Context: an optimization exercise on an open-source flow, tuned for small area, a short achievable clock period and few clock cycles. The choices shown serve that exercise and are no tape-out recipe.
The RTL was checked by simulation tests, not by an equivalence proof against the original design.
Power is estimated from default activity; no workload was simulated.

==> design/flow/design.v <==
module msrcc_mode (
    input  wire [2:0]  fn,
    input  wire        w7,
    output wire [19:0] sel
);
    wire unp = (fn == 3'd1), pck = (fn == 3'd2), toa = (fn == 3'd3);
    wire fra = (fn == 3'd4), dec = (fn == 3'd5), enc = (fn == 3'd6);
    wire w5 = ~w7;
    assign sel[0]  = (unp | dec) & w5;       
    assign sel[1]  = (unp | dec) & w7;       
    assign sel[2]  = (pck | enc) & w5;       
    assign sel[3]  = pck & w7;               
    assign sel[4]  = enc & w7;               
    assign sel[5]  = toa | fra;              
    assign sel[6]  = dec & w5;               
    assign sel[7]  = dec & w7;               
    assign sel[8]  = unp & w7;               
    assign sel[9]  = toa & w5;               
    assign sel[10] = toa & w7;               
    assign sel[11] = fra & w5;               
    assign sel[12] = fra & w7;               
    assign sel[13] = pck & w5;               
    assign sel[14] = enc & w5;               
    assign sel[15] = w7;                     
    assign sel[16] = unp | dec;              
    assign sel[17] = pck | toa | fra | enc;  
    assign sel[18] = dec;
    assign sel[19] = 1'b0;
endmodule
module msrcc_xform (
    input  wire [7:0]  x,
    input  wire [19:0] sel,
    output wire [7:0]  y,
    output wire        ok,
    output wire        pm
);
    wire d5 = sel[0], d7 = sel[1], k5 = sel[2], p7 = sel[3], e7 = sel[4], af = sel[5];
    wire dec5 = sel[6], dec7 = sel[7], u7 = sel[8];
    wire a5 = sel[9], a7 = sel[10], f5 = sel[11], f7 = sel[12];
    wire ok_p5 = sel[13], ok_e5 = sel[14], w7 = sel[15];
    wire p4  = x[0] ^ x[1] ^ x[2] ^ x[3];
    wire q   = p4 ^ x[4];
    wire m7  = (p7 & x[5]) | (e7 & x[6]);
    wire c54 = x[5] | x[4];
    wire n54 = x[5] & x[4];
    assign y[0] = (d5 & x[4]) | (d7 & x[6]) | (k5 & p4) | ((p7 | e7) & (q ^ m7)) | (af & x[0]);
    assign y[1] = ((d5 | k5) & x[3]) | ((d7 | p7) & x[5]) | (e7 & x[6]) | (af & x[1]);
    assign y[2] = ((d5 | k5 | af) & x[2]) | ((d7 | p7 | e7) & x[4]);
    assign y[3] = ((d5 | k5) & x[1]) | ((d7 | p7 | e7 | af) & x[3]);
    assign y[4] = dec5 | ((d7 | p7 | e7) & x[2]) | (k5 & x[0]) |
                  ((a5 | f5) & ~x[4]) | ((a7 | f7) & x[4]);
    assign y[5] = dec5 | ((u7 | p7 | e7) & x[1]) | (dec7 & ~x[1]) |
                  (a5 & ~(x[5] ^ x[4])) | (f5 & (x[5] ^ x[4])) | ((a7 | f7) & ~x[5]);
    assign y[6] = (dec7 & x[1]) | ((p7 | e7) & x[0]) |
                  (a5 & (x[6] ^ c54)) | (a7 & (x[6] ^ x[5])) |
                  (f5 & ~(x[6] ^ n54)) | (f7 & ~(x[6] ^ x[5]));
    assign y[7] = (a5 & (x[7] ^ (x[6] & c54))) | (a7 & (x[7] ^ (x[6] & x[5]))) |
                  (f5 & ~(x[7] ^ (x[6] | n54))) | (f7 & ~(x[7] ^ (x[6] | x[5])));
    assign ok = (ok_p5 & ~(x[7] | x[6] | x[5] | x[4])) |
                (ok_e5 & ~x[7] & ~x[6] & x[5] & x[4]) |
                (p7 & ~(x[7] | x[6])) |
                (e7 & ~x[7] & (x[6] ^ x[5])) |
                (a5 & ~(x[7] & x[6] & c54)) |
                (a7 & ~(x[7] & x[6] & x[5])) |
                (f5 & (x[7] | x[6] | n54)) |
                (f7 & (x[7] | x[6] | x[5]));
    assign pm = q ^ (w7 & (x[5] ^ x[6]));
endmodule
module msrcc (
    input  wire       clk,
    input  wire       rst,           
    input  wire       bus_valid,
    input  wire       bus_we,
    input  wire [9:0] bus_addr,
    input  wire [7:0] bus_wdata,
    output reg        bus_ready,
    output reg  [7:0] bus_rdata
);
    localparam PB = 3;               
    localparam P  = 1 << PB;         
    localparam TB = 8 - PB;
    localparam T  = 1 << TB;         
    localparam A_CMD    = 10'h000;
    localparam A_STATUS = 10'h001;
    localparam A_DIN    = 10'h002;
    localparam A_DOUT   = 10'h003;
    localparam A_LEN    = 10'h004;
    localparam A_OLEN   = 10'h005;
    localparam A_EIDX   = 10'h006;
    reg [7:0] cmd_r;
    reg [7:0] status_r;
    reg [7:0] din_r;
    reg [7:0] dout_r;
    reg [7:0] len_r;
    reg [7:0] olen_r;
    reg [7:0] eidx_r;
    reg [PB-1:0] g;                  
    reg [TB-1:0] cs;                 
    wire [7:0]   cur = {cs, g};      
    reg          run;                
    reg          chk;                
    reg [7:0]    scn_e;              
    reg [2:0]    run_fi;             
    reg [PB-1:0] cnt;                
    reg  [19:0]  run_sel;            
    wire         rf_dec = run_sel[18];
    wire         rf_pd  = run_sel[16];   
    reg [7:0]    run_n;              
    reg [7:0]    lim;                
    reg          acc_pmis;
    reg          acc_rxp;
    reg  [8:0] sq;
    reg  [7:0] okb;
    reg        pmacc5, pmacc7, lastrx, pmv;
    wire       pm5v = ^bus_wdata[4:0];
    wire       pm7v = ^bus_wdata[6:0];
    function [7:0] okvec;
        input [7:0] v;
        okvec = {
            ~v[7] & (v[6] ^ v[5]),                        
            v[7] | v[6] | v[5],                           
            ~(v[7] & v[6] & v[5]),                        
            ~(v[7] | v[6]),                               
            (v[7:4] == 4'b0011),                          
            v[7] | v[6] | (v[5] & v[4]),                  
            ~(v[7] & v[6] & (v[5] | v[4])),               
            (v[7:4] == 4'b0000)                           
        };
    endfunction
    wire [7:0] okv = okvec(bus_wdata);
    wire [1:0] wfi = (wcmd_fn == 3'd2) ? 2'd0 : (wcmd_fn == 3'd3) ? 2'd1 :
                     (wcmd_fn == 3'd4) ? 2'd2 : 2'd3;
    wire       skip_chk = ({1'b0, len_r} <= sq) & okb[{wcmd_w7, wfi}];
    wire       pd_known = pmv & ({1'b0, len_r} == sq);
    wire       cmd_pd   = (wcmd_fn == 3'd1) | (wcmd_fn == 3'd5);
    wire       bg_go    = cmd_pd ? pd_known : skip_chk;
    wire [7:0] bg_status = cmd_pd ? {2'b00, (wcmd_w7 ? pmacc7 : pmacc5), lastrx & (len_r != 8'd0), 4'b0000}
                                  : 8'h00;
    reg        hold;                 
    reg        bg;                   
    reg        hold_bg;              
    reg        lastbuf;              
    reg  [9:0] ra;                   
    reg  [7:0] rdat;                 
    wire       busy = (run & ~bg) | hold;
    wire wpass = run & ~chk;
    wire pass_end = (cnt == P - 1);
    wire done_any = wpass & pass_end;
    wire done = done_any & ~bg;      
    wire [7:0] wcmd      = bus_wdata;
    wire [2:0] wcmd_fn   = wcmd[6:4];
    wire       wcmd_ill  = wcmd[3] | (wcmd_fn == 3'd0) | (wcmd_fn == 3'd7);
    wire       wcmd_badw = (wcmd[2:0] != 3'd5) & (wcmd[2:0] != 3'd7);
    wire       wcmd_buf  = wcmd[7];
    wire       wcmd_w7   = wcmd[1];
    wire acc_wr  = bus_valid & bus_we & ~busy;
    wire acc_rd  = bus_valid & ~bus_we & ~busy;
    wire a_cmd   = (bus_addr == A_CMD);
    wire a_bufr  = bus_addr[9] ^ bus_addr[8];
    wire a_ibuf  = (bus_addr[9:8] == 2'd1);
    wire cmd_ex  = acc_wr & a_cmd & ~run;
    wire cmd_go  = cmd_ex & ~wcmd_ill & ~wcmd_badw & wcmd_buf;
    wire ibuf_wr = acc_wr & a_ibuf & (bus_addr[PB-1:0] == g);
    wire rd_hit  = (bus_addr[7:0] == cur);
    wire ra_hit  = (bus_addr == ra);
    wire [19:0] wsel;
    msrcc_mode u_mode (.fn(wcmd_fn), .w7(wcmd_w7), .sel(wsel));
    wire       imm_okx, imm_pm;
    wire [7:0] imm_y;
    msrcc_xform u_imm (.x(din_r), .sel(wsel), .y(imm_y), .ok(imm_okx), .pm(imm_pm));
    wire imm_ok   = imm_okx | wsel[16];
    wire imm_rxp  = wsel[16] & din_r[0];
    wire imm_pmis = wsel[16] & imm_pm;
    wire glt   = (g < lim[PB-1:0]);
    wire geq   = (g == lim[PB-1:0]);
    wire [T-1:0] lim_oh = {{(T-1){1'b0}}, 1'b1} << lim[7:PB];
    wire [T-1:0] lim_gt;
    assign lim_gt[T-1] = 1'b0;
    genvar q;
    generate
        for (q = 0; q < T - 1; q = q + 1) begin : th
            assign lim_gt[q] = lim_gt[q+1] | lim_oh[q+1];
        end
    endgenerate
    wire [8*T-1:0] inext, onext;
    reg  [7:0]     pf_i, pf_o;
    genvar s;
    generate
        for (s = 0; s < T; s = s + 1) begin : rg
            reg  [8*P-1:0] ir;
            reg  [8*P-1:0] orb;
            wire [7:0] it = ir[7:0];
            wire [7:0] ot = orb[7:0];
            wire [7:0] y_s;
            msrcc_xform u_x (.x(it), .sel(run_sel), .y(y_s), .ok(), .pm());
            wire hi_lt = lim_gt[s];
            wire hi_eq = lim_oh[s];
            wire lt    = hi_lt | (hi_eq & glt);       
            wire eq    = hi_eq & geq;                 
            wire iwe   = ibuf_wr & (bus_addr[7:PB] == s);
            wire wlt   = wpass & lt;                       
            wire keep  = ~(wpass & (lt | (rf_dec & eq)));  
            always @(posedge clk) begin
                ir  <= {(iwe ? bus_wdata : it), ir[8*P-1:8]};
                orb <= {(({8{wlt}} & y_s) | ({8{keep}} & ot)), orb[8*P-1:8]};
            end
            assign inext[8*s +: 8] = ir[15:8];
            assign onext[8*s +: 8] = orb[15:8];
        end
    endgenerate
    wire chk_here = chk & (cur == scn_e) & (scn_e != run_n);
    wire chk_end  = chk & (scn_e == run_n);
    wire [7:0] chk_okv = okvec(pf_i);
    wire chk_fail = chk_here & ~chk_okv[run_fi] & ~rf_pd;
    wire chk_pm   = run_sel[15] ? ^pf_i[6:0] : ^pf_i[4:0];
    wire pmis_fin = acc_pmis & rf_pd;
    wire rxp_fin  = acc_rxp & rf_pd;
    function [7:0] aim;
        input [7:0]    e;
        input [PB-1:0] gg;
        input [PB-1:0] dmin;
        reg   [PB-1:0] r;
        begin
            r   = e[PB-1:0] - gg - dmin;
            aim = e - ({5'd0, dmin} + {{(8-PB){1'b0}}, r}) + 8'd1;
        end
    endfunction
    wire [7:0] cur_inc  = cur + 8'd1;
    wire [7:0] aim_miss = aim(bus_addr[7:0], g, 2);
    wire [7:0] rd_dist  = bus_addr[7:0] - cur;    
    wire [7:0] aim_out  = aim(8'h00, g, 3);
    wire [7:0] aim_chk  = aim(8'h00, g, 2);
    function [7:0] regval;
        input [9:0] a;
        begin
            case (a)
                A_CMD:    regval = cmd_r;
                A_STATUS: regval = status_r;
                A_DIN:    regval = din_r;
                A_DOUT:   regval = dout_r;
                A_LEN:    regval = len_r;
                A_OLEN:   regval = olen_r;
                A_EIDX:   regval = eidx_r;
                default:  regval = 8'h00;
            endcase
        end
    endfunction
    wire [TB-1:0] cs_nx = (done | hold_bg) ? aim_out[7:PB] : cur_inc[7:PB];
    wire [7:0]    e_nx  = {cs_nx, g + 1'b1};           
    wire [7:0]    i_nx  = inext[8*cs_nx +: 8];
    wire [7:0]    o_nx  = onext[8*cs_nx +: 8];
    wire          wp_nx = run & bg & ~pass_end;
    wire [7:0]    f_y;
    wire          f_ok, f_pm;
    msrcc_xform u_fwd (.x(i_nx), .sel(run_sel), .y(f_y), .ok(f_ok), .pm(f_pm));
    always @(posedge clk) begin
        pf_i <= i_nx;
        if (wp_nx & (e_nx < lim))
            pf_o <= f_y;
        else if (wp_nx & rf_dec & (e_nx == lim))
            pf_o <= 8'h00;
        else
            pf_o <= o_nx;
    end
    wire [7:0] status_fin = (lim != run_n) ? 8'h0D : {2'b00, pmis_fin, rxp_fin, 4'b0000};
    reg [9:0] ra_nx;
    always @(*) begin
        ra_nx = ra;
        if (acc_rd & ~a_bufr & ~ra_hit)
            ra_nx = bus_addr;
        if (acc_rd & ra_hit & (ra == A_STATUS))
            ra_nx = lastbuf ? A_OLEN : A_DOUT;
        if (hold | done)
            ra_nx = A_STATUS;
    end
    always @(posedge clk) begin
        if (rst) begin
            ra   <= A_CMD;
            rdat <= 8'h00;
        end else begin
            ra <= ra_nx;
            if (done)
                rdat <= status_fin;
            else if (acc_wr & ((bus_addr == A_CMD) | (bus_addr == A_DIN) | (bus_addr == A_LEN)) &
                     (bus_addr == ra_nx))
                rdat <= bus_wdata;
            else
                rdat <= regval(ra_nx);
        end
    end
    always @(*) begin
        case (bus_addr[9:8])
            2'd1:    bus_rdata = pf_i;
            2'd2:    bus_rdata = pf_o;
            default: bus_rdata = rdat;
        endcase
    end
    always @(*) begin
        bus_ready = (busy & (hold | done)) |
                    (bus_we & ~a_cmd & (~a_ibuf | (bus_addr[PB-1:0] == g))) |
                    (~bus_we & (ra_hit | (a_bufr & rd_hit)));
    end
    always @(posedge clk) begin
        if (rst) begin
            g        <= {PB{1'b0}};
            cs       <= {TB{1'b0}};
            cmd_r    <= 8'h00;
            status_r <= 8'h00;
            din_r    <= 8'h00;
            dout_r   <= 8'h00;
            len_r    <= 8'h00;
            olen_r   <= 8'h00;
            eidx_r   <= 8'h00;
            run      <= 1'b0;
            chk      <= 1'b0;
            scn_e    <= 8'h00;
            run_fi   <= 3'd0;
            cnt      <= {PB{1'b0}};
            run_sel  <= 20'd0;
            run_n    <= 8'h00;
            lim      <= 8'h00;
            acc_pmis <= 1'b0;
            acc_rxp  <= 1'b0;
            sq       <= 9'd0;
            okb      <= 8'h00;
            pmacc5   <= 1'b0;
            pmacc7   <= 1'b0;
            lastrx   <= 1'b0;
            pmv      <= 1'b0;
            bg       <= 1'b0;
            hold_bg  <= 1'b0;
            hold     <= 1'b0;
            lastbuf  <= 1'b0;
        end else begin
            hold    <= 1'b0;
            hold_bg <= 1'b0;
            if (ibuf_wr) begin
                if (bus_addr[7:0] == 8'd0) begin
                    sq     <= 9'd1;
                    okb    <= okv;
                    pmacc5 <= pm5v;
                    pmacc7 <= pm7v;
                    lastrx <= bus_wdata[0];
                    pmv    <= 1'b1;
                end else if ({1'b0, bus_addr[7:0]} == sq) begin
                    sq     <= sq + 9'd1;
                    okb    <= okb & okv;
                    pmacc5 <= pmacc5 | pm5v;
                    pmacc7 <= pmacc7 | pm7v;
                    lastrx <= bus_wdata[0];
                end else if ({1'b0, bus_addr[7:0]} < sq) begin
                    okb    <= okb & okv;
                    pmv    <= 1'b0;
                end
            end
            g  <= g + 1'b1;
            cs <= cur_inc[7:PB];
            if (acc_rd & a_bufr & (rd_dist > P + 1))
                cs <= aim_miss[7:PB];
            if (hold_bg)
                cs <= aim_out[7:PB];
            if (acc_wr) begin
                if (cmd_ex) begin
                    cmd_r   <= wcmd;
                    eidx_r  <= 8'h00;
                    hold    <= ~cmd_go | bg_go;
                    hold_bg <= cmd_go & bg_go;
                    lastbuf <= cmd_go;
                    if (wcmd_ill) begin
                        status_r <= 8'h05;
                    end else if (wcmd_badw) begin
                        status_r <= 8'h09;
                    end else if (!wcmd_buf) begin
                        if (imm_ok) begin
                            dout_r   <= imm_y;
                            status_r <= {2'b00, imm_pmis, imm_rxp, 4'b0000};
                        end else begin
                            status_r <= 8'h0D;
                        end
                    end else begin
                        run      <= 1'b1;
                        chk      <= ~bg_go;
                        scn_e    <= 8'h00;
                        run_fi   <= {wcmd_w7, wfi};
                        cs       <= aim_chk[7:PB];
                        bg       <= bg_go;
                        if (bg_go) begin
                            status_r <= bg_status;
                            olen_r   <= len_r;
                        end
                        cnt      <= {PB{1'b0}};
                        run_sel  <= wsel;
                        run_n    <= len_r;
                        lim      <= len_r;
                        acc_pmis <= 1'b0;
                        acc_rxp  <= 1'b0;
                    end
                end
                if (bus_addr == A_DIN) din_r <= bus_wdata;
                if (bus_addr == A_LEN) len_r <= bus_wdata;
            end
            if (run) begin
                cnt <= cnt + 1'b1;
                if (chk) begin
                    cnt <= {PB{1'b0}};
                    if (chk_end)
                        chk <= 1'b0;
                    if (chk_fail) begin
                        lim <= scn_e;
                        chk <= 1'b0;
                    end else if (chk_here) begin
                        scn_e    <= scn_e + 8'd1;
                        acc_pmis <= acc_pmis | chk_pm;
                        acc_rxp  <= pf_i[0];
                    end
                end else begin
                    if (pass_end) begin
                        run <= 1'b0;
                        bg  <= 1'b0;
                    end
                    if (done) begin
                        cs  <= aim_out[7:PB];
                        status_r <= status_fin;
                        if (lim != run_n) begin
                            eidx_r   <= lim;
                        end else begin
                            olen_r   <= run_n;
                            eidx_r   <= 8'h00;
                        end
                    end
                end
            end
        end
    end
endmodule
==> design/flow/run.sh <==
#!/bin/bash
# synth_recipe.tcl (not shown) runs the flow's synth.tcl, then flattens the netlist and writes it again
# the make line also repeats each setting of config.mk as NAME=value (left out here)
make -C /OpenROAD-flow-scripts/flow DESIGN_CONFIG=/design/flow/config.mk WORK_HOME=/design/flow/orfs CLKGATE_MAP_FILE= SYNTH_SCRIPT=/design/flow/synth_recipe.tcl finish
==> design/flow/config.mk <==
export PLATFORM = sky130hd
export DESIGN_NAME = msrcc
export DESIGN_NICKNAME = msrcc
export VERILOG_FILES = /design/flow/design.v
export SDC_FILE = /design/flow/constraint.sdc
export NUM_CORES = 4
export LEC_CHECK = 0
export CAP_MARGIN = 20
export CORE_MARGIN = 2
export CORE_UTILIZATION = 40
export CTS_CLUSTER_DIAMETER = 50
export CTS_CLUSTER_SIZE = 24
export PLACE_DENSITY = 0.6
export SETUP_SLACK_MARGIN = 3.8
export SLEW_MARGIN = 20
==> design/flow/constraint.sdc <==
create_clock -name core_clock -period 8.0 [get_ports {clk}]
set_input_delay 1.6000 -clock core_clock [delete_from_list [all_inputs] [get_ports {clk}]]
set_output_delay 1.6000 -clock core_clock [all_outputs]
set_load 0.01 [all_outputs]
==> results of run 1 <==
cell families (layout without fill, tap and decap cells):
kind of cell	count (synthesis)	count (layout)	synth area share
flip-flops	4268	4268	0.742
AND/OR/NAND/NOR	1655	1655	0.0621
AO/OA/AOI/OAI	1581	1581	0.0917
buffers and inverters	707	1076	0.0242
XOR/XNOR	377	377	0.0291
adder cells (fa/ha/maj)	266	266	0.0290
multiplexers	229	229	0.0217
other	0	14	0
report_power, final:
group          internal, W  leakage (nW)  switching [W]
logic             0.000392          12.8       0.000813
clock network      0.00786          5.01        0.00809
registers           0.0213          34.4      0.0000816
total               0.0295          52.2        0.00899
worst max-delay path, stage by stage:
cell and delay, ns:
buf_12 0.09, clkinvlp_4 0.13, ha_4 0.30, buf_6 0.10, nand4_1 0.12, o41ai_4 0.31, o21ai_1 0.09, nand2_1 0.09
buf_6 0.11
final timing paths:
path | start | endpoint | slack (ns) | cells past startpoint
min | rg[10].ir[36]$_DFF_P_ | rg[10].ir[28]$_DFF_P_ | 0.29 | 0
max | bus_addr[9] | bus_ready | 3.46 | 9
min reg2reg | rg[10].ir[36]$_DFF_P_ | rg[10].ir[28]$_DFF_P_ | 0.29 | 0
max reg2reg | g[0]$_SDFF_PP0_ | pf_o[0]$_DFF_P_ | 3.70 | 16
per-layer routing:
metal | wire (um) | track usage
met5 | 66 | 0
met4 | 17100 | 0.100
met3 | 32100 | 0.0516
met2 | 147000 | 0.340
met1 | 150000 | 0.313
through the flow:
stage | std cells | hold WS, ns | util
floorplan | 9083 | 0.310 | -
global route | 13200 | 0.280 | 0.464
global placement | 12600 | 0.309 | 0.419
CTS | 13200 | 0.283 | 0.461
detailed placement | 12600 | 0.312 | 0.419
finish | 13200 | 0.290 | 0.464
cells in the mapped netlist (30+ instances only):
library cell | n | area [um^2]
dfxtp_1 | 4268 | 85400
a221oi_1 | 70 | 613
mux2_2 | 142 | 1600
o211ai_1 | 62 | 465
o22ai_1 | 40 | 250
inv_1 | 250 | 938
a31oi_1 | 43 | 269
buf_1 | 60 | 225
nor3_1 | 31 | 155
a222oi_1 | 73 | 731
a311oi_1 | 53 | 464
a22o_1 | 118 | 1030
a22oi_1 | 138 | 1040
o21ai_0 | 432 | 2160
nor2_1 | 233 | 875
and3_1 | 48 | 300
a21oi_1 | 301 | 1510
ha_1 | 265 | 3320
buf_2 | 30 | 150
clkbuf_1 | 339 | 1270
xor2_1 | 127 | 1110
xnor2_1 | 246 | 2150
a21o_1 | 41 | 308
nand2_1 | 971 | 3640
a211oi_1 | 41 | 308
mux2i_1 | 85 | 851
nand3_1 | 210 | 1050
registers in the layout, indices dropped and copies added (netlist names), 9 cells and up:
name / count
ra: 10
run_sel: 16
sq: 9
rg.ir: 2048
rg.orb: 2048
layout make-up:
cell class                      instances  area, um^2
Tap cell                             3762        4710
Clock inverter                        185        2420
Inverter                              260        1060
Sequential cell                      4268       85500
Multi-Input combinational cell       4108       28200
Timing Repair Buffer                  295        2870
Fill cell                           25100      153000
Clock buffer                          332        7910
Antenna cell                           14        35.0
Timing Repair inverter                  4        46.3
repair_timing:
| action | 4_1_cts | 5_1_grt |
|---|---|---|
| gates resized for setup | 239 | 131 |
| endpoints found under the setup margin | 340 | 50 |
| buffers inserted | 82 | 48 |
| cloned | 8 | 7 |
| hold buffers | 0 | 0 |
| pin swaps | 40 | 42 |
==> results by group, run 1 <==
Final layout
  – Layout cells sized above 1: 0.124
  – Most frequent cells in the layout: 4251 x dfxtp_1, 967 x nand2_1, 422 x o21ai_0
  – Nets: 9526
  – Fin area: 133000 um^2
  – Area grow syn2layout: 15.3%
  – Most common cell after layout, fill and taps aside: dfxtp_1

Power
  – PwrDens: 290 nW/um^2
  – VDD IR-drop max: 212 uV
  – Pleak: 52.2 nW
  – Power, Total: 0.0385 W

Clock network
  – Worst-path clk slew: 0.09 ns
  – Root buf cell: clkbuf_16
  – Clk buf depth: 4
  – TritonCTS Buffers: 301
  – CTS tree: done
  – H-tree depth: 5
  – Clock sinks: 4268
  – Latest clock arrival within the worst-skew pair: 0.91 ns

Drt
  – Via density: 5.19
  – WL final: 346000 um
  – Antenna Nets Post-Route: 0
  – Residual DRC: 0
  – Total number of vias: 68.6k
  – Drt first pass iters: 9
  – DRT iter0 DRCs: 8213
  – WL per Instance: 26.1 um

Synth
  – Register area share after synthesis: 0.742
  – Syn avg cell area: 12.7 um^2
  – Async SR Flop Fraction: 0
  – Syn_nets: 9371
  – Synth Warn #: 1
  – Ys flop type: dfxtp_1
  – Number of synthesized flops with an enable pin: 0
  – Post-synthesis cell count: 9083
  – Cell variety after synth: 97
  – Synth Register Bits: 4268
  – Post-Synthesis Cell Area: 115000 um^2

Hold path
  – Worst Hold Class: flop to flop

Global routing
  – GRT Util Overall: 0.227
  – Vias in the first global route: 65.3k
  – First-pass GRT wire length: 477000 um
  – Initial antenna violation count: 34
  – Largest net degree at the start of global routing: 77
  – GRT overflow: 0

Worst setup path
  – Worst setup EP type: primary output
  – Critical Path AT: 2.94 ns
  – Required @ worst endpoint: 6.40 ns
  – Crit start category: input port
  – Critical path class: input port to primary output
  – Worst Path Max Fanout: 5

Timing
  – Unrepaired setup endpoints after global routing: yes
  – Slew HR: 0.169
  – Setup violations, final: 0
  – Final WS setup: 3.46 ns
  – Final hold vios: 0
  – Post-Route Setup TNS: 0 ns
  – Final period demand of the worst path: 4.54 ns
  – Final worst-path cycle share: 0.568
  – Slew @ Worst Pin: 1.24 ns
  – Fmax: 0.220 GHz
  – Max-slew violations: 0
  – Clock Skew: 0.0687 ns

Run
  – Max-Cap Viols: 0

Floorplanning
  – Starting Density: 0.403
  – FP Rows: 196
  – Die ar.: 292000 um^2
  – Chip Height: 540 um
  – DIE WIDTH: 540 um
  – Core ar.: 286000 um^2
  – Num ports: 31

Place
  – PortBufs: 30
  – Routability cong.: 0.921
  – Post-DP Area: 120000 um^2
  – Hpwl dp: 221000 um
  – Setup WS pre-CTS: 1.66 ns

Run status
  – Status: timing/DRC/antenna clean
Testbench counts, summed over its fixed seeds: cycles 60,489.
==> inputs of run 2 (changes only) <==
--- a/design/flow/config.mk
+++ b/design/flow/config.mk
@@ -10,4 +10,4 @@
 export CORE_UTILIZATION = 40
-export CTS_CLUSTER_DIAMETER = 50
-export CTS_CLUSTER_SIZE = 24
+export CTS_CLUSTER_DIAMETER = 70
+export CTS_CLUSTER_SIZE = 32
 export PLACE_DENSITY = 0.6
==> run 2 against run 1 <==
Still clean on timing, DRC and antenna. Sequential power is essentially flat. Maximum frequency shrank 1.8%. Power shrank 12%. Sequential cell count is the same. Wire length shrank 0.34%. Die area is the same. First-iteration DRC count grew 2.2%. Largest power group unchanged.
==> results by group, run 2 <==
Timing
  – Slew HR: 0.177 (was 0.169)
  – Final WS setup: 3.38 ns (was 3.46 ns)
  – Final period demand of the worst path: 4.62 ns (was 4.54 ns)
  – Slew @ Worst Pin: 1.23 ns (was 1.24 ns)
  – Final hold vios: 0 (unchanged)
  – Final worst-path cycle share: 0.578 (was 0.568)
  – Setup violations, final: 0 (unchanged)
  – Post-Route Setup TNS: 0 ns (unchanged)
  – Clock Skew: 0.0733 ns (was 0.0687 ns)
  – Max-slew violations: 0 (unchanged)
  – Fmax: 0.216 GHz (was 0.220 GHz)
  – Unrepaired setup endpoints after global routing: yes (unchanged)

Final layout
  – Most common cell after layout, fill and taps aside: dfxtp_1 (unchanged)
  – Largest regs: rg.ir (2048), rg.orb (2048), run_sel (16) (unchanged)
  – Fin area: 128000 um^2 (was 133000 um^2)
  – Fillcell total: 25.5k (was 25.1k)
  – Finished Layout Cells: 13.0k (was 13.2k)
  – Nets: 9425 (was 9526)
  – Layout cells sized above 1: 0.103 (was 0.124)
  – Area grow syn2layout: 11.5% (was 15.3%)
  – Most frequent cells in the layout: 4250 x dfxtp_1, 967 x nand2_1, 421 x o21ai_0 (was 4251 x dfxtp_1, 967 x nand2_1, 422 x o21ai_0)

Synth
  – Compound-Gate Fraction of Synth Area: 0.0917 (unchanged)
  – Syn avg cell area: 12.7 um^2 (unchanged)
  – Async SR Flop Fraction: 0 (unchanged)
  – Post-Synthesis Cell Area: 115000 um^2 (unchanged)
  – Most frequent cells after synthesis: 4268 x dfxtp_1, 971 x nand2_1, 432 x o21ai_0, 339 x clkbuf_1, 301 x a21oi_1 (unchanged)
  – Post-synthesis cell count: 9083 (unchanged)
  – Most common cell in the synthesized netlist: dfxtp_1 (unchanged)
  – Post-Synth XOR/XNOR Area: 0.0291 (unchanged)
  – Synth area leader: dfxtp_1 (unchanged)
  – Main combinational cell family by area after synthesis: compound AO/OA/AOI/OAI gates (unchanged)
  – Cell variety after synth: 97 (unchanged)
  – Synth Register Bits: 4268 (unchanged)
  – Synth Area in Adders: 0.0290 (unchanged)
  – Multiplexer share of the synthesized area: 0.0217 (unchanged)
  – Ys flop type: dfxtp_1 (unchanged)
  – Area contributors post-synth: dfxtp_1 74%, nand2_1 3.2%, ha_1 2.9% (unchanged)
  – Synth Warn #: 1 (unchanged)
  – Syn_nets: 9371 (unchanged)
  – Number of synthesized flops with an enable pin: 0 (unchanged)
  – Top cell type's share of synthesized area: 0.742 (unchanged)
  – Post-Synth Simple-Gate Area: 0.0621 (unchanged)
  – Register area share after synthesis: 0.742 (unchanged)

Clock network
  – Worst-path clk slew: 0.11 ns (was 0.09 ns)
  – CTS tree: done (unchanged)
  – TritonCTS Buffers: 179 (was 301)
  – Clk buf depth: 4 (unchanged)
  – Latest clock arrival within the worst-skew pair: 0.93 ns (was 0.91 ns)
  – H-tree depth: 4 (was 5)
  – Root buf cell: clkbuf_16 (unchanged)
  – Clock sinks: 4268 (unchanged)

Floorplanning
  – FP Rows: 196 (unchanged)
  – Core ar.: 286000 um^2 (unchanged)
  – Num ports: 31 (unchanged)
  – Starting Density: 0.403 (unchanged)
  – DIE WIDTH: 540 um (unchanged)
  – Die ar.: 292000 um^2 (unchanged)
  – Chip Height: 540 um (unchanged)

Hold path
  – Hold EP: rg[11].ir[43]$_DFF_P_ (was rg[10].ir[28]$_DFF_P_)
  – Hold Path Depth: 0 (unchanged)
  – Worst hold path startpoint: rg[11].ir[51]$_DFF_P_ (was rg[10].ir[36]$_DFF_P_)
  – Worst Hold Class: flop to flop (unchanged)

Worst setup path
  – Worst setup EP type: primary output (unchanged)
  – Flop2flop setup slack: 3.80 ns (was 3.70 ns)
  – Required @ worst endpoint: 6.40 ns (about the same)
  – Reg2reg start: g[0]$_SDFF_PP0_ (unchanged)
  – CP startpoint: bus_addr[9] (unchanged)
  – Worst Path Max Fanout: 4 (was 5)
  – Critical path class: input port to primary output (unchanged)
  – Critical-path top delay cell: nand4_1 (was o41ai_4)
  – Critical Path AT: 3.02 ns (was 2.94 ns)
  – Crit start category: input port (unchanged)
  – CP cell instances: buf_12 -> buf_4 -> xor2_1 -> nor4_2 -> nand4_1 -> o41ai_4 -> o21ai_1 -> nand2_1 -> buf_6 (was buf_12 -> clkinvlp_4 -> ha_4 -> buf_6 -> nand4_1 -> o41ai_4 -> o21ai_1 -> nand2_1 -> buf_6)
  – Max stage delay on crit path: 0.29 ns (was 0.31 ns)
  – R2r worst-path depth: 16 (unchanged)
  – Reg2reg end: pf_o[0]$_DFF_P_ (unchanged)

Power
  – Pleak: 50.0 nW (was 52.2 nW)
  – PwrDens: 263 nW/um^2 (was 290 nW/um^2)
  – VDD IR-drop max: 216 uV (was 212 uV)
  – Power, Total: 0.0337 W (was 0.0385 W)

Run status
  – Status: timing/DRC/antenna clean (unchanged)

Drt
  – Antenna Nets Post-Route: 0 (unchanged)
  – WL final: 345000 um (was 346000 um)
  – WL per Instance: 26.5 um (was 26.1 um)
  – Via density: 5.21 (was 5.19)
  – Residual DRC: 0 (unchanged)
  – Drt first pass iters: 7 (was 9)
  – Total number of vias: 67.7k (was 68.6k)
  – DRT iter0 DRCs: 8392 (was 8213)

Global routing
  – GRT Util Overall: 0.226 (was 0.227)
  – GRT overflow: 0 (unchanged)
  – Vias in the first global route: 64.1k (was 65.3k)
  – Largest net degree at the start of global routing: 77 (unchanged)
  – First-pass GRT wire length: 474000 um (was 477000 um)
  – Initial antenna violation count: 29 (was 34)

Place
  – PortBufs: 30 (unchanged)
  – Routability cong.: 0.921 (unchanged)
  – Inst Count DP: 12.6k (unchanged)
  – Post-DP Area: 120000 um^2 (unchanged)
  – Setup WS pre-CTS: 1.66 ns (unchanged)
  – Hpwl dp: 221000 um (unchanged)

Run
  – Max-Cap Viols: 0 (unchanged)
-- run 2: changes by cell type in the layout (fill, tap and decap cells not counted), moves of 11 or more --
cell	delta
buf_4	+14
clkinv_4	-11
clkbuf_16	-124
clkinv_2	-12
inv_8	-34
inv_6	-20
clkinv_8	-22
-- run 2: cell type report --
cell class | instances | area [um^2] | area share
repair inverters | 6 | 78.8 | 0.000614
well taps | 3762 | 4710 | 0.0367
clock inverters | 57 | 802 | 0.00625
multi-input cells | 4108 | 28300 | 0.221
flip-flops and latches | 4268 | 85500 | 0.666
clock buffers | 200 | 4700 | 0.0367
inverters | 260 | 1060 | 0.00825
repair buffers | 314 | 3140 | 0.0245
diodes | 14 | 35.0 | 0.000273
-- run 2: through the flow --
stage	hold WS, ns	utilization
finish	0.289	0.449
global route	0.289	0.449
CTS	0.279	0.446
detailed placement	0.312	0.419
global placement	0.309	0.419
floorplan	0.310	-
-- run 2: power breakdown --
part           switching, W  internal [W]  total [W]  leakage, nW
sequential        0.0000800        0.0213     0.0214         34.4
clock               0.00659       0.00451     0.0111         2.66
combinational      0.000834      0.000412    0.00125         13.0
total               0.00750        0.0262     0.0337         50.0
-- run 2: worst max-delay path: cells and delay by family --
kind	cells	cell delay [ns]
AOI/OAI and AO/OA	2	0.23
xor gates and xnor gates	1	0.17
buffers and inverters	3	0.37
and+or+nand+nor	3	0.66
-- run 2: per-layer routing --
layer | global-route usage | vias to the layer above | wire, um
met3 | 0.0516 | 775 | 32100
li1 | - | 30600 | -
met1 | 0.313 | 33100 | 149000
met2 | 0.339 | 3262 | 147000
met5 | 0 | - | 73
met4 | 0.0985 | 10 | 15900
-- run 2: cell families (layout without fill, tap and decap cells) --
group / count (synthesis) / after routing
xor+xnor: 377 / 377
other cells: 0 / 14
flops: 4268 / 4268
compound gates: 1581 / 1581
mux: 229 / 229
buf+inv: 707 / 837
simple gates: 1655 / 1655
fa+ha+maj: 266 / 266
-- run 2: how the worst max path moves through the flow --
| stage | end | slack (ns) | depth (start not counted) |
|---|---|---|---|
| floorplan | pf_o[0]$_DFF_P_ | 3.65 | 25 |
| global placement | rdat[4]$_SDFF_PP0_ | 1.55 | 13 |
| detailed placement | rdat[4]$_SDFF_PP0_ | 1.66 | 13 |
| CTS | bus_ready | 3.29 | 10 |
| global route | bus_ready | 3.30 | 9 |
| finish | bus_ready | 3.38 | 9 |
-- run 2: repair_timing --
item                                    in CTS  in global routing
hold buffers                                 0                  0
pin swaps                                   55                 62
setup buffers                              109                 36
endpoints found under the setup margin     336                 38
gates resized for setup                    274                124
cloned                                      14                  7
==> inputs of run 3 (changes only) <==
--- a/design/flow/design.v
+++ b/design/flow/design.v
@@ -99,2 +99,5 @@
     wire [7:0]   cur = {cs, g};      
+    reg  [TB-1:0] csn;               
+    reg  [PB-1:0] gn;                
+    reg  [TB-1:0] cs_d;
     reg          run;                
@@ -139,2 +142,3 @@
     reg        hold;                 
+    reg        hold_c;               
     reg        bg;                   
@@ -162,4 +166,5 @@
     wire cmd_go  = cmd_ex & ~wcmd_ill & ~wcmd_badw & wcmd_buf;
-    wire ibuf_wr = acc_wr & a_ibuf & (bus_addr[PB-1:0] == g);
-    wire rd_hit  = (bus_addr[7:0] == cur);
+    wire lo_hit  = (bus_addr[PB-1:0] == ~gn);
+    wire ibuf_wr = acc_wr & a_ibuf & lo_hit;
+    wire rd_hit  = (bus_addr[7:0] == ~{csn, gn});
     wire ra_hit  = (bus_addr == ra);
@@ -272,3 +277,3 @@
             ra_nx = lastbuf ? A_OLEN : A_DOUT;
-        if (hold | done)
+        if (hold_c | done)
             ra_nx = A_STATUS;
@@ -299,5 +304,16 @@
         bus_ready = (busy & (hold | done)) |
-                    (bus_we & ~a_cmd & (~a_ibuf | (bus_addr[PB-1:0] == g))) |
+                    (bus_we & (bus_addr[9] | (bus_addr[8] & lo_hit))) |
                     (~bus_we & (ra_hit | (a_bufr & rd_hit)));
     end
+    always @(*) begin
+        cs_d = cur_inc[7:PB];
+        if (acc_rd & a_bufr & (rd_dist > P + 1))
+            cs_d = aim_miss[7:PB];
+        if (hold_bg)
+            cs_d = aim_out[7:PB];
+        if (cmd_go)
+            cs_d = aim_chk[7:PB];
+        if (done)
+            cs_d = aim_out[7:PB];
+    end
     always @(posedge clk) begin
@@ -306,2 +322,4 @@
             cs       <= {TB{1'b0}};
+            csn      <= {TB{1'b1}};
+            gn       <= {PB{1'b1}};
             cmd_r    <= 8'h00;
@@ -332,2 +350,3 @@
             hold     <= 1'b0;
+            hold_c   <= 1'b0;
             lastbuf  <= 1'b0;
@@ -335,2 +354,3 @@
             hold    <= 1'b0;
+            hold_c  <= 1'b0;
             hold_bg <= 1'b0;
@@ -356,9 +376,10 @@
             g  <= g + 1'b1;
-            cs <= cur_inc[7:PB];
-            if (acc_rd & a_bufr & (rd_dist > P + 1))
-                cs <= aim_miss[7:PB];
-            if (hold_bg)
-                cs <= aim_out[7:PB];
+            gn <= ~(g + 1'b1);
+            cs  <= cs_d;
+            csn <= ~cs_d;
             if (acc_wr) begin
+                if (bus_addr[9:8] == 2'd0)
+                    hold <= ~a_cmd;
                 if (cmd_ex) begin
+                    hold_c  <= ~cmd_go | bg_go;
                     cmd_r   <= wcmd;
@@ -384,3 +405,2 @@
                         run_fi   <= {wcmd_w7, wfi};
-                        cs       <= aim_chk[7:PB];
                         bg       <= bg_go;
@@ -421,3 +441,2 @@
                     if (done) begin
-                        cs  <= aim_out[7:PB];
                         status_r <= status_fin;
--- a/design/flow/config.mk
+++ b/design/flow/config.mk
@@ -10,4 +10,4 @@
 export CORE_UTILIZATION = 40
-export CTS_CLUSTER_DIAMETER = 70
-export CTS_CLUSTER_SIZE = 32
+export CTS_CLUSTER_DIAMETER = 60
+export CTS_CLUSTER_SIZE = 28
 export PLACE_DENSITY = 0.6
==> run 3 against run 2 <==
Sequential cell count grew 9. Wire length grew 3.6%. Clock-buffer cell count grew 25. Maximum frequency grew 1.1%. Die area is essentially flat. Global-route usage grew 0.90 points. Critical path depth shrank 1. Combinational power is essentially flat. Via count grew 1.3%. Clock power grew 13%. Clock skew is essentially flat. Setup slack gained 0.049 ns. Largest power group unchanged.
==> results by group, run 3 <==
Run
  – Max-Cap Viols: 0 (unchanged)

Synth
  – Ys flop type: dfxtp_1 (unchanged)
  – Cell variety after synth: 96 (was 97)
  – Syn_nets: 9411 (was 9371)
  – Area contributors post-synth: dfxtp_1 74%, nand2_1 3.3%, ha_1 2.9% (was dfxtp_1 74%, nand2_1 3.2%, ha_1 2.9%)
  – Post-Synthesis Cell Area: 115000 um^2 (about the same)
  – Most frequent cells after synthesis: 4277 x dfxtp_1, 1021 x nand2_1, 427 x o21ai_0, 317 x clkbuf_1, 295 x nand3_1 (was 4268 x dfxtp_1, 971 x nand2_1, 432 x o21ai_0, 339 x clkbuf_1, 301 x a21oi_1)
  – Synth Register Bits: 4277 (was 4268)
  – Synth Warn #: 1 (unchanged)
  – Syn avg cell area: 12.6 um^2 (was 12.7 um^2)
  – Synth area leader: dfxtp_1 (unchanged)
  – Most common cell in the synthesized netlist: dfxtp_1 (unchanged)
  – Async SR Flop Fraction: 0 (unchanged)
  – Top cell type's share of synthesized area: 0.743 (was 0.742)
  – Register area share after synthesis: 0.743 (was 0.742)
  – Post-synthesis cell count: 9123 (was 9083)
  – Number of synthesized flops with an enable pin: 0 (unchanged)

Floorplanning
  – Starting Density: 0.401 (was 0.403)
  – Num ports: 31 (unchanged)
  – DIE WIDTH: 541 um (was 540 um)
  – FP Rows: 197 (was 196)
  – Chip Height: 541 um (was 540 um)
  – Core ar.: 287000 um^2 (was 286000 um^2)
  – Die ar.: 292000 um^2 (about the same)

Global routing
  – Largest net degree at the start of global routing: 74 (was 77)
  – Vias in the first global route: 64.8k (was 64.1k)
  – GRT overflow: 0 (unchanged)
  – GRT Util Overall: 0.235 (was 0.226)
  – First-pass GRT wire length: 490000 um (was 474000 um)
  – Initial antenna violation count: 21 (was 29)

Worst setup path
  – Crit start category: input port (unchanged)
  – R2r worst-path depth: 19 (was 16)
  – Required @ worst endpoint: 6.40 ns (about the same)
  – Critical path class: input port to primary output (unchanged)
  – Worst setup EP type: primary output (unchanged)
  – Critical Path AT: 2.97 ns (was 3.02 ns)
  – Worst Path Max Fanout: 10 (was 4)

Final layout
  – Most frequent cells in the layout: 4262 x dfxtp_1, 1014 x nand2_1, 421 x o21ai_0 (was 4250 x dfxtp_1, 967 x nand2_1, 421 x o21ai_0)
  – Nets: 9504 (was 9425)
  – Fin area: 130000 um^2 (was 128000 um^2)
  – Area grow syn2layout: 12.7% (was 11.5%)
  – Largest regs: rg.ir (2048), rg.orb (2048), run_sel (16) (unchanged)
  – Final core occ: 0.452 (was 0.449)
  – Seq. cell area: 85700 um^2 (was 85500 um^2)
  – Area of the multi-input gates: 28100 um^2 (was 28300 um^2)
  – Fillcell total: 25.9k (was 25.5k)
  – Most common cell after layout, fill and taps aside: dfxtp_1 (unchanged)
  – Layout cells sized above 1: 0.109 (was 0.103)

Timing
  – Final hold vios: 0 (unchanged)
  – Fmax: 0.219 GHz (was 0.216 GHz)
  – Final period demand of the worst path: 4.57 ns (was 4.62 ns)
  – Post-Route Setup TNS: 0 ns (unchanged)
  – Max-slew violations: 0 (unchanged)
  – Slew HR: 0.210 (was 0.177)
  – Unrepaired setup endpoints after global routing: yes (unchanged)
  – Final worst-path cycle share: 0.572 (was 0.578)
  – Setup violations, final: 0 (unchanged)
  – Slew @ Worst Pin: 1.17 ns (was 1.23 ns)
  – Clock Skew: 0.0731 ns (was 0.0733 ns)

Clock network
  – Latest clock arrival within the worst-skew pair: 0.93 ns (about the same)
  – Worst-path clk slew: 0.10 ns (was 0.11 ns)
  – TritonCTS Buffers: 211 (was 179)
  – H-tree depth: 4 (unchanged)
  – Root buf cell: clkbuf_16 (unchanged)
  – Hold Buf Count CTS: 0 (unchanged)
  – CTS tree: done (unchanged)
  – Clock sinks: 4277 (was 4268)
  – Clk buf depth: 4 (unchanged)

Drt
  – WL per Instance: 27.2 um (was 26.5 um)
  – Drt first pass iters: 9 (was 7)
  – Residual DRC: 0 (unchanged)
  – WL final: 357000 um (was 345000 um)
  – Antenna Nets Post-Route: 0 (unchanged)
  – Via density: 5.23 (was 5.21)
  – DRT iter0 DRCs: 9102 (was 8392)
  – Total number of vias: 68.5k (was 67.7k)

Power
  – VDD IR-drop max: 234 uV (was 216 uV)
  – Pleak: 51.4 nW (was 50.0 nW)
  – Power, Total: 0.0351 W (was 0.0337 W)
  – PwrDens: 270 nW/um^2 (was 263 nW/um^2)

Place
  – Hpwl dp: 223000 um (was 221000 um)
  – Post-DP Area: 120000 um^2 (about the same)
  – Routability cong.: 0.928 (was 0.921)
  – PortBufs: 30 (unchanged)

Run status
  – Status: timing/DRC/antenna clean (unchanged)

Hold path
  – Hold Path Depth: 0 (unchanged)
  – Worst Hold Class: flop to flop (unchanged)
run 3: cell count changes after synthesis, moves of 22 or more:
cell      before   now
nand3_1      210   295
nand2_1      971  1021
a22o_1       118    73
mux2i_1       85   127
a311oi_1      53    14
clkbuf_1     339   317
run 3: stage by stage:
step / cells / worst slack (ns) / hold slack [ns]
global placement: 12600 / 1.79 / 0.309
detailed placement: 12600 / 1.78 / 0.312
floorplan: 9123 / 3.60 / 0.310
CTS: 13000 / 3.43 / 0.279
finish: 13100 / 3.43 / 0.278
global route: 13100 / 3.35 / 0.287
run 3: worst paths after layout:
kind / slack, ns / start / endpoint
hold / removal: 0.28 / rg[5].ir[30]$_DFF_P_ / rg[5].ir[22]$_DFF_P_
hold reg to reg: 0.28 / rg[5].ir[30]$_DFF_P_ / rg[5].ir[22]$_DFF_P_
setup / recovery: 3.43 / bus_addr[1] / bus_ready
setup reg to reg: 3.65 / g[1]$_SDFF_PP0_ / pf_o[0]$_DFF_P_
run 3: timing repair:
action                                  4_1_cts  5_1_grt
resized for setup                           277      109
setup buffers                                91       47
cloned                                       21        4
pin swaps                                    55       56
endpoints found under the setup margin      239       92
run 3: critical path, cell delays in order:
cell and delay [ns]:
buf_4 0.19, xnor2_4 0.21, nor3_4 0.07, and4_1 0.20
nor3_2 0.18, a21oi_1 0.06, or3_4 0.33, buf_6 0.13
run 3: cell families (layout without fill, tap and decap cells):
family | after synthesis | count (layout) | share of synthesized area
XOR/XNOR | 374 | 374 | 0.0289
multiplexers | 267 | 267 | 0.0250
AO/OA/AOI/OAI | 1470 | 1470 | 0.0833
adder cells (fa/ha/maj) | 266 | 266 | 0.0290
AND/OR/NAND/NOR | 1777 | 1777 | 0.0673
buffers and inverters | 692 | 889 | 0.0233
flip-flops | 4277 | 4277 | 0.743
other | 0 | 15 | 0
run 3: final cells by class:
class | instances | share of cell area
antenna | 15 | 0.000289
clock buffer | 225 | 0.0419
clock inverter | 92 | 0.0108
inverter | 260 | 0.00810
multi-input combinational | 4154 | 0.217
sequential | 4277 | 0.660
tap | 3781 | 0.0364
timing repair buffer | 308 | 0.0253
timing repair inverter | 4 | 0.000308
run 3: power by group:
part	internal, W	switching (W)
clock network	0.00546	0.00702
logic	0.000417	0.000815
registers	0.0213	0.0000461
total	0.0272	0.00788
run 3: per-layer routing:
layer	wire, um	up-vias	GRT usage
met5	139	-	0
met4	21200	12	0.120
met3	31400	920	0.0493
met2	150000	3392	0.348
met1	155000	33600	0.325
li1	-	30600	-
Testbench counts of run 3, summed over its fixed seeds: cycles 60,930.
==> inputs of run 4 (changes only) <==
--- a/design/flow/design.v
+++ b/design/flow/design.v
@@ -147,3 +147,2 @@
     reg  [9:0] ra;                   
-    reg  [7:0] rdat;                 
     wire       busy = (run & ~bg) | hold;
@@ -168,4 +167,7 @@
     wire ibuf_wr = acc_wr & a_ibuf & lo_hit;
-    wire rd_hit  = (bus_addr[7:0] == ~{csn, gn});
-    wire ra_hit  = (bus_addr == ra);
+    reg  [9:0] pan;
+    reg  [7:0] rq;
+    reg        mc;                   
+    reg        cr;                   
+    wire p_hit   = (bus_addr == ~pan);
     wire [19:0] wsel;
@@ -190,3 +192,2 @@
     wire [8*T-1:0] inext, onext;
-    reg  [7:0]     pf_i, pf_o;
     genvar s;
@@ -215,7 +216,7 @@
     endgenerate
-    wire chk_here = chk & (cur == scn_e) & (scn_e != run_n);
+    wire chk_here = chk & mc & ~cr & (cur == scn_e) & (scn_e != run_n);
     wire chk_end  = chk & (scn_e == run_n);
-    wire [7:0] chk_okv = okvec(pf_i);
+    wire [7:0] chk_okv = okvec(rq);
     wire chk_fail = chk_here & ~chk_okv[run_fi] & ~rf_pd;
-    wire chk_pm   = run_sel[15] ? ^pf_i[6:0] : ^pf_i[4:0];
+    wire chk_pm   = run_sel[15] ? ^rq[6:0] : ^rq[4:0];
     wire pmis_fin = acc_pmis & rf_pd;
@@ -260,21 +261,34 @@
     msrcc_xform u_fwd (.x(i_nx), .sel(run_sel), .y(f_y), .ok(f_ok), .pm(f_pm));
-    always @(posedge clk) begin
-        pf_i <= i_nx;
-        if (wp_nx & (e_nx < lim))
-            pf_o <= f_y;
-        else if (wp_nx & rf_dec & (e_nx == lim))
-            pf_o <= 8'h00;
-        else
-            pf_o <= o_nx;
-    end
+    wire [7:0]    o_fw  = (wp_nx & (e_nx < lim))           ? f_y   :
+                          (wp_nx & rf_dec & (e_nx == lim)) ? 8'h00 : o_nx;
     wire [7:0] status_fin = (lim != run_n) ? 8'h0D : {2'b00, pmis_fin, rxp_fin, 4'b0000};
     reg [9:0] ra_nx;
+    reg       mc_nx, cr_nx;
     always @(*) begin
-        ra_nx = ra;
-        if (acc_rd & ~a_bufr & ~ra_hit)
-            ra_nx = bus_addr;
-        if (acc_rd & ra_hit & (ra == A_STATUS))
+        ra_nx  = ra;
+        mc_nx  = mc;
+        cr_nx  = cr;
+        if (acc_rd & ~p_hit) begin
+            if (a_bufr) begin
+                mc_nx = 1'b1;
+                cr_nx = bus_addr[9];
+            end else begin
+                mc_nx = 1'b0;
+                ra_nx = bus_addr;
+            end
+        end
+        if (acc_rd & p_hit & ~mc & (ra == A_STATUS))
             ra_nx = lastbuf ? A_OLEN : A_DOUT;
-        if (hold_c | done)
+        if (acc_rd & p_hit & ~mc & (ra == A_OLEN) & lastbuf) begin
+            mc_nx = 1'b1;
+            cr_nx = 1'b1;
+        end
+        if (cmd_go) begin
+            mc_nx = 1'b1;
+            cr_nx = 1'b0;
+        end
+        if (hold_c | done) begin
+            mc_nx = 1'b0;
             ra_nx = A_STATUS;
+        end
     end
@@ -282,22 +296,24 @@
         if (rst) begin
-            ra   <= A_CMD;
-            rdat <= 8'h00;
+            ra  <= A_CMD;
+            mc  <= 1'b0;
+            cr  <= 1'b0;
+            rq  <= 8'h00;
+            pan <= 10'h3FF;
         end else begin
-            ra <= ra_nx;
+            ra  <= ra_nx;
+            mc  <= mc_nx;
+            cr  <= cr_nx;
+            pan <= ~(mc_nx ? {cr_nx, ~cr_nx, cs_d, g + 1'b1} : ra_nx);
             if (done)
-                rdat <= status_fin;
+                rq <= status_fin;
+            else if (mc_nx)
+                rq <= cr_nx ? o_fw : i_nx;
             else if (acc_wr & ((bus_addr == A_CMD) | (bus_addr == A_DIN) | (bus_addr == A_LEN)) &
                      (bus_addr == ra_nx))
-                rdat <= bus_wdata;
+                rq <= bus_wdata;
             else
-                rdat <= regval(ra_nx);
+                rq <= regval(ra_nx);
         end
     end
-    always @(*) begin
-        case (bus_addr[9:8])
-            2'd1:    bus_rdata = pf_i;
-            2'd2:    bus_rdata = pf_o;
-            default: bus_rdata = rdat;
-        endcase
-    end
+    always @(*) bus_rdata = rq;
     always @(*) begin
@@ -305,3 +321,3 @@
                     (bus_we & (bus_addr[9] | (bus_addr[8] & lo_hit))) |
-                    (~bus_we & (ra_hit | (a_bufr & rd_hit)));
+                    (~bus_we & p_hit);
     end
@@ -309,3 +325,3 @@
         cs_d = cur_inc[7:PB];
-        if (acc_rd & a_bufr & (rd_dist > P + 1))
+        if (acc_rd & a_bufr & ~p_hit & (rd_dist > P + 1))
             cs_d = aim_miss[7:PB];
@@ -433,3 +449,3 @@
                         acc_pmis <= acc_pmis | chk_pm;
-                        acc_rxp  <= pf_i[0];
+                        acc_rxp  <= rq[0];
                     end
--- a/design/flow/config.mk
+++ b/design/flow/config.mk
@@ -10,4 +10,4 @@
 export CORE_UTILIZATION = 40
-export CTS_CLUSTER_DIAMETER = 60
-export CTS_CLUSTER_SIZE = 28
+export CTS_CLUSTER_DIAMETER = 65
+export CTS_CLUSTER_SIZE = 30
 export PLACE_DENSITY = 0.6
==> run 4 against run 3 <==
Critical path depth grew 12. Sequential power hardly changed. Synthesized cell count up 0.50%. Clock-buffer cell count down 17. Sequential share of layout area rose by 0.62 points. Setup slack got worse by 0.097 ns. Combinational power decreased by 19%. Maximum frequency decreased by 2.1%. Non-clock buffer count is 53 lower. Via count down 0.75%. Critical path type is now flop to flop. Largest cell class unchanged. Largest power group unchanged.
==> results by group, run 4 <==
Power
  – Power, Total: 0.0342 W (was 0.0351 W)
  – Comb pwr share: 0.029 (was 0.035)
  – Flop pwr share: 0.623 (was 0.609)
  – Pleak: 49.4 nW (was 51.4 nW)
  – Switching power: 0.00759 W (was 0.00788 W)
  – Clk pwr share: 0.348 (was 0.356)
  – Int Power: 0.0266 W (was 0.0272 W)
  – Switching Fraction: 0.222 (was 0.225)
  – VDD IR-drop max: 163 uV (was 234 uV)
  – PwrDens: 266 nW/um^2 (was 270 nW/um^2)

Final layout
  – Fin area: 128000 um^2 (was 130000 um^2)
  – Most common cell after layout, fill and taps aside: dfxtp_1 (unchanged)
  – Nets: 9454 (was 9504)
  – Finished Layout Cells: 13.0k (was 13.1k)
  – Most frequent cells in the layout: 4251 x dfxtp_1, 1015 x nand2_1, 464 x o21ai_0 (was 4262 x dfxtp_1, 1014 x nand2_1, 421 x o21ai_0)
  – Largest regs: rg.ir (2048), rg.orb (2048), run_sel (16) (unchanged)
  – Area of the multi-input gates: 28200 um^2 (was 28100 um^2)
  – Seq. cell area: 85500 um^2 (was 85700 um^2)
  – Layout cells sized above 1: 0.0900 (was 0.109)
  – Fillcell total: 25.9k (about the same)
  – Area grow syn2layout: 11.3% (was 12.7%)

Timing
  – Fmax: 0.214 GHz (was 0.219 GHz)
  – Final period demand of the worst path: 4.67 ns (was 4.57 ns)
  – Final WS setup: 3.33 ns (was 3.43 ns)
  – Clock Skew: 0.0868 ns (was 0.0731 ns)
  – Slew @ Worst Pin: 1.24 ns (was 1.17 ns)
  – Post-Route Setup TNS: 0 ns (unchanged)
  – Final hold vios: 0 (unchanged)
  – Final worst-path cycle share: 0.584 (was 0.572)
  – Setup violations, final: 0 (unchanged)
  – Max-slew violations: 0 (unchanged)
  – Slew HR: 0.173 (was 0.210)
  – Unrepaired setup endpoints after global routing: yes (unchanged)

Global routing
  – GRT overflow: 0 (unchanged)
  – Vias in the first global route: 64.4k (was 64.8k)
  – GRT Util Overall: 0.233 (was 0.235)
  – Initial antenna violation count: 28 (was 21)
  – Largest net degree at the start of global routing: 68 (was 74)
  – First-pass GRT wire length: 487000 um (was 490000 um)

Synth
  – Synth Register Bits: 4268 (was 4277)
  – Post-Synthesis Cell Area: 115000 um^2 (about the same)
  – Most frequent cells after synthesis: 4268 x dfxtp_1, 1019 x nand2_1, 477 x o21ai_0, 358 x clkbuf_1, 275 x a21oi_1 (was 4277 x dfxtp_1, 1021 x nand2_1, 427 x o21ai_0, 317 x clkbuf_1, 295 x nand3_1)
  – Cell variety after synth: 89 (was 96)
  – Synth area leader: dfxtp_1 (unchanged)
  – Syn_nets: 9456 (was 9411)
  – Area contributors post-synth: dfxtp_1 74%, nand2_1 3.3%, ha_1 2.9% (unchanged)
  – Most common cell in the synthesized netlist: dfxtp_1 (unchanged)
  – Post-synthesis cell count: 9169 (was 9123)
  – Ys flop type: dfxtp_1 (unchanged)
  – Top cell type's share of synthesized area: 0.741 (was 0.743)
  – Register area share after synthesis: 0.741 (was 0.743)
  – Number of synthesized flops with an enable pin: 0 (unchanged)
  – Syn avg cell area: 12.6 um^2 (about the same)
  – Async SR Flop Fraction: 0 (unchanged)
  – Synth Warn #: 1 (unchanged)

Floorplanning
  – Core ar.: 287000 um^2 (unchanged)
  – Chip Height: 541 um (about the same)
  – FP Rows: 197 (unchanged)
  – DIE WIDTH: 541 um (about the same)
  – Starting Density: 0.401 (about the same)
  – Die ar.: 293000 um^2 (was 292000 um^2)
  – Num ports: 31 (unchanged)

Worst setup path
  – Required @ worst endpoint: 8.80 ns (was 6.40 ns)
  – Worst Path Max Fanout: 5 (was 10)
  – CP cell instances: buf_8 -> ha_4 -> xnor3_2 -> a211oi_4 -> a21o_4 -> buf_12 -> mux2i_2 -> mux4_2 -> nand2_2 -> nand3_4 -> nand3_4 -> inv_4 -> ha_4 -> inv_4 -> ha_4 -> buf_4 -> a221oi_2 -> o31ai_2 -> a221oi_4 -> nor3_1 (was buf_4 -> xnor2_4 -> nor3_4 -> and4_1 -> nor3_2 -> a21oi_1 -> or3_4 -> buf_6)
  – Critical Path AT: 5.47 ns (was 2.97 ns)
  – Max stage delay on crit path: 0.47 ns (was 0.33 ns)
  – Crit start category: flop (was input port)
  – Crit path buf inv count: 5 (was 2)
  – Critical-path top delay cell: mux2i_2 (was or3_4)
  – Critical path class: flop to flop (was input port to primary output)
  – CP top delay family: compound AO/OA/AOI/OAI gates (was simple AND/OR/NAND/NOR gates)
  – Crit path top cell by count: ha_4
  – Worst setup EP type: flop (was primary output)

Drt
  – DRT iter0 DRCs: 8555 (was 9102)
  – WL final: 351000 um (was 357000 um)
  – Via density: 5.21 (was 5.23)
  – Antenna Nets Post-Route: 0 (unchanged)
  – Residual DRC: 0 (unchanged)
  – Total number of vias: 68.0k (was 68.5k)
  – Drt first pass iters: 9 (unchanged)
  – WL per Instance: 26.9 um (was 27.2 um)

Clock network
  – CTS tree: done (unchanged)
  – Worst-path clk slew: 0.10 ns (about the same)
  – H-tree depth: 4 (unchanged)
  – TritonCTS Buffers: 195 (was 211)
  – Clk buf depth: 4 (unchanged)
  – Latest clock arrival within the worst-skew pair: 0.94 ns (was 0.93 ns)
  – Clock sinks: 4268 (was 4277)
  – Root buf cell: clkbuf_16 (unchanged)
  – Hold Buf Count CTS: 0 (unchanged)

Place
  – Routability cong.: 0.919 (was 0.928)
  – Setup WS pre-CTS: 1.24 ns (was 1.78 ns)
  – Hpwl dp: 230000 um (was 223000 um)
  – Inst Count DP: 12.6k (about the same)
  – PortBufs: 30 (unchanged)
  – Post-DP Area: 120000 um^2 (about the same)

Run
  – Max-Cap Viols: 0 (unchanged)

Run status
  – Status: timing/DRC/antenna clean (unchanged)

Hold path
  – Worst Hold Class: flop to flop (unchanged)
[run 4: cell count changes after synthesis, sizes merged, moves of 30 or more]
cell,previous run,this run
mux2,137,72
o21ai,462,500
a22oi,128,98
a22o,73,115
nand3,296,195
clkbuf,318,358
[run 4: worst register-to-register path, stage by stage, from the launching register on]
cell	delay, ns
dfxtp_4	0.38
buf_8	0.13
ha_4	0.15
xnor3_2	0.42
a211oi_4	0.20
a21o_4	0.26
buf_12	0.21
mux2i_2	0.48
mux4_2	0.38
nand2_2	0.08
nand3_4	0.22
nand3_4	0.16
inv_4	0.12
ha_4	0.14
inv_4	0.04
ha_4	0.15
buf_4	0.13
a221oi_2	0.28
o31ai_2	0.13
a221oi_4	0.41
nor3_1	0.09
[run 4: what timing repair did]
action / in CTS / in global routing
buffers inserted: 84 / 13
pin swaps: 53 / 32
setup endpoints to repair: 193 / 45
resized for setup: 291 / 62
gates cloned: 15 / 0
[run 4: worst paths after layout]
check                   startpoint               endpoint  slack [ns]  depth (start not counted)
max                g[0]$_SDFF_PP0_       rq[7]$_SDFF_PP0_        3.33                         20
min          rg[5].orb[31]$_DFF_P_  rg[5].orb[23]$_DFF_P_        0.25                          0
max reg2reg        g[0]$_SDFF_PP0_       rq[7]$_SDFF_PP0_        3.33                         20
min reg2reg  rg[5].orb[31]$_DFF_P_  rg[5].orb[23]$_DFF_P_        0.25                          0
[run 4: metal layers]
layer / up-vias / global-route usage / part of all wire
met5: - / 0 / 0.00025
met4: 14 / 0.117 / 0.056
met3: 799 / 0.0418 / 0.081
met2: 3099 / 0.347 / 0.42
met1: 33500 / 0.324 / 0.44
li1: 30700 / - / -
[run 4: stage by stage]
stage	utilization	hold slack (ns)
global route	0.446	0.242
detailed placement	0.416	0.312
floorplan	-	0.310
CTS	0.445	0.253
global placement	0.416	0.309
finish	0.446	0.250
[run 4: area by class of cell]
class | count | share of cell area
sequential | 4268 | 0.666
multi-input combinational | 4163 | 0.220
clock buffer | 208 | 0.0391
tap | 3781 | 0.0369
timing repair buffer | 255 | 0.0193
clock inverter | 75 | 0.00982
inverter | 280 | 0.00859
timing repair inverter | 4 | 0.000410
antenna | 11 | 0.000215
[run 4: cell families (layout without fill, tap and decap cells)]
group | count (synthesis) | count (layout) | share of synthesized area
adder cells (fa/ha/maj) | 265 | 265 | 0.0288
XOR/XNOR | 372 | 372 | 0.0286
AND/OR/NAND/NOR | 1728 | 1728 | 0.0639
multiplexers | 225 | 225 | 0.0212
AO/OA/AOI/OAI | 1569 | 1573 | 0.0909
other | 0 | 11 | 0
buffers and inverters | 742 | 822 | 0.0258
flip-flops | 4268 | 4268 | 0.741
[run 4: power groups by stage]
stage	logic [W]	registers (W)	clock network, W
after detailed placement	0.000786	0.0218	0
after CTS	0.000944	0.0213	0.0121
final	0.000992	0.0213	0.0119
after global routing	0.00102	0.0213	0.0128
after floorplan	0.000449	0.0218	0
after global placement	0.000787	0.0218	0
Testbench counts of run 4, summed over its fixed seeds: cycles 60,930.

## port drivers added, routing unchanged
How much do the figures lean on ideal ports? The routed layouts below were timed once more, with nothing changed but the port constraints. Step 1: set_driving_cell puts a clkbuf_16 on clk and a buf_2 on each other input, an assumption about the parent block. Step 2 times the ports against the registers' clock, not the clock port: input delays grow and output delays shrink by t, the midpoint of the rising clock arrivals with the driver on. Three values: no drivers, after step 1, after step 2; two values: the first two.
run	shift t [ns]	setup slack, ns	hold slack, ns	worst setup path at the end	worst data-port slew with drivers (ns)
run 1	0.962	3.458 / 3.396 / 2.882	0.290 / 0.290 / 0.290	input to register	0.07
run 2	0.990	3.377 / 3.330 / 2.897	0.289 / 0.289 / 0.289	input to register	0.07
run 3	1.000	3.426 / 3.399 / 2.807	0.278 / 0.278 / 0.278	input to register	0.06
run 4	1.001	3.329 / 3.329 / 2.808	0.250 / 0.250 / 0.250	input to register	0.04
After both steps setup and hold are still met in every run listed. For run 3, which loses most, drivers alone change the setup slack by -0.027 ns; drivers and shift together by -0.619 ns.
